From an optimization exercise on the open Yosys and OpenROAD flow, aimed at small area and a short achievable clock period; shortcuts taken in it are not production practice.
In this exercise RTL edits were held to simulation tests only and were not proved equivalent to the original.
No activity file was given, so power comes from the tool's default toggle rates.

== run a ==
==> flow/design.v (excerpt) <==
module pipe5_core (
    input  wire        clk,
    input  wire        rst,
    output wire        imem_en,
    output wire [9:0]  imem_addr,
    input  wire [31:0] imem_data,
    output wire        dmem_req,
    output wire        dmem_we,
    output wire [19:0] dmem_addr,
    output wire [31:0] dmem_wdata,
    input  wire        dmem_ready,
    input  wire [31:0] dmem_rdata,
    output wire        retire,
    output wire        wb_we,
    output wire [3:0]  wb_rd,
    output wire [31:0] wb_data,
    output wire        halted
);
==> flow/config.mk <==
export PLATFORM = sky130hd
export DESIGN_NAME = pipe5_core
export DESIGN_NICKNAME = pipe5_core
export VERILOG_FILES = /design/flow/design.v
export SDC_FILE = /design/flow/constraint.sdc
export NUM_CORES = 4
export LEC_CHECK = 0
export CAP_MARGIN = 20
export CORE_MARGIN = 2
export CORE_UTILIZATION = 60
export PLACE_DENSITY = 0.7
export SETUP_SLACK_MARGIN = 5
export SLEW_MARGIN = 20
export SYNTH_HIERARCHICAL = 1
==> flow/constraint.sdc <==
create_clock -name core_clock -period 11.0 [get_ports {clk}]
set_input_delay 2.2000 -clock core_clock [delete_from_list [all_inputs] [get_ports {clk}]]
set_output_delay 2.2000 -clock core_clock [all_outputs]
set_load 0.01 [all_outputs]
standard.sh (not shown) runs the stock make flow with config.mk's settings and CLKGATE_MAP_FILE= SYNTH_SCRIPT=/design/flow/synth_recipe.tcl, a recipe that flattens the netlist after the stock synthesis.
==> flow/flow/run.sh <==
#!/bin/bash
# Layout: the standard flow with these changes:
# - after the standard synthesis, every combinational cell is set to the
#   smallest drive of its family (flow/downsize.py; the logic is unchanged,
#   flip-flops are untouched); timing repair later upsizes what needs it;
# - the input and output ports are buffered with sky130_fd_sc_hd__buf_2
#   cells instead of the clkdlybuf4s50_1 delay cells that buffer_ports picks
#   by default (every port still gets its own buffer);
# - timing repair aims for 6.4 ns of setup slack at the design's period
#   (config.mk's SETUP_SLACK_MARGIN stops at 5);
# - clock tree synthesis does not add dummy loads.
# The clock, its period and the I/O constraints are the standard flow's, unchanged.
# Logs: synth.log, downsize.log and standard.log here, and each ORFS step's
# log under orfs/logs.
set -euo pipefail
ARGS=("BUFFER_PORTS_ARGS=-buffer_cell sky130_fd_sc_hd__buf_2" SETUP_SLACK_MARGIN=6.4
      "CTS_ARGS=-sink_clustering_enable -repair_clock_nets -dont_use_dummy_load")
bash standard.sh "${ARGS[@]}" synth > synth.log 2>&1
R=$PWD/orfs/results/$FLOW_PLATFORM/pipe5_core/base
cp "$R/1_2_yosys.v" "$R/1_2_yosys.std.v"
python3 flow/downsize.py "$FLOW_HOME/platforms/$FLOW_PLATFORM/lib/sky130_fd_sc_hd__tt_025C_1v80.lib" "$R/1_2_yosys.v" > downsize.log 2>&1
rm -f "$R/1_synth.odb" "$R/1_synth.sdc"
bash standard.sh "${ARGS[@]}" finish > standard.log 2>&1
Other scripts of this flow, unchanged in this note and not shown: flow/flow/downsize.py
Run a finished every stage and its layout cleared the timing, design-rule and antenna checks.
Relative to run a, the following input files were edited for run b:
-- flow/flow/run.sh --
<<< run a, line 8
#   by default (every port still gets its own buffer);
# - timing repair aims for 6.4 ns of setup slack at the design's period
#   (config.mk's SETUP_SLACK_MARGIN stops at 5);
>>> run b, line 8
#   by default (every port still gets its own buffer);
# - timing repair aims for 6 ns of setup slack at the design's period
#   (config.mk's SETUP_SLACK_MARGIN stops at 5);
<<< run a, line 15
set -euo pipefail
ARGS=("BUFFER_PORTS_ARGS=-buffer_cell sky130_fd_sc_hd__buf_2" SETUP_SLACK_MARGIN=6.4
      "CTS_ARGS=-sink_clustering_enable -repair_clock_nets -dont_use_dummy_load")
>>> run b, line 15
set -euo pipefail
ARGS=("BUFFER_PORTS_ARGS=-buffer_cell sky130_fd_sc_hd__buf_2" SETUP_SLACK_MARGIN=6
      "CTS_ARGS=-sink_clustering_enable -repair_clock_nets -dont_use_dummy_load")
Findings:
- Of the two values seen for timing endpoint of the critical path, pc[1] was produced by run a and ms[30] by run b.
- Portion of total power attributed to the clock network: run b vs run a — no meaningful difference
- In run b relative to run a, total length of routed met3 wires had gone down by a few percent.
- For the finished layout cell area, run b came in 3.6% lower than run a did.
- Comparing run a with run b, the number of placed instances, taps included came out essentially unchanged.
- The run showing the smaller final clock period utilization by the worst path is run a.
- Between run a and run b, the flow reports final-layout clock buffer total decreasing slightly.

==> re-timing with driven ports <==
No port has a modelled driver above. Below, the same layouts with a new extraction and two added sets of constraints.
Step 1 sets driving cells, clkbuf_16 on the clock port and buf_2 on the other inputs (assumed; they add their load-dependent delay and slew).
Step 2 moves the port delays by t, midway between the first and last clock arrival at a register: inputs arrive t later, outputs are due t later. That takes back most of the time a late clock gives input paths.
Slacks: no drivers / after step 1 / after step 2; pairs: no drivers / after step 1.
run	t (ns)	setup WS [ns]	hold slack, ns	clock arrival spread, ns	slew at the worst register clock pin (ns)
run a	0.689	6.161 / 6.161 / 6.161	0.456 / 0.456 / 0.456	0.101 / 0.101	0.06 / 0.06
run b	0.689	5.976 / 5.976 / 5.976	0.443 / 0.443 / 0.443	0.084 / 0.083	0.06 / 0.06
After both steps every run listed still meets setup and hold.
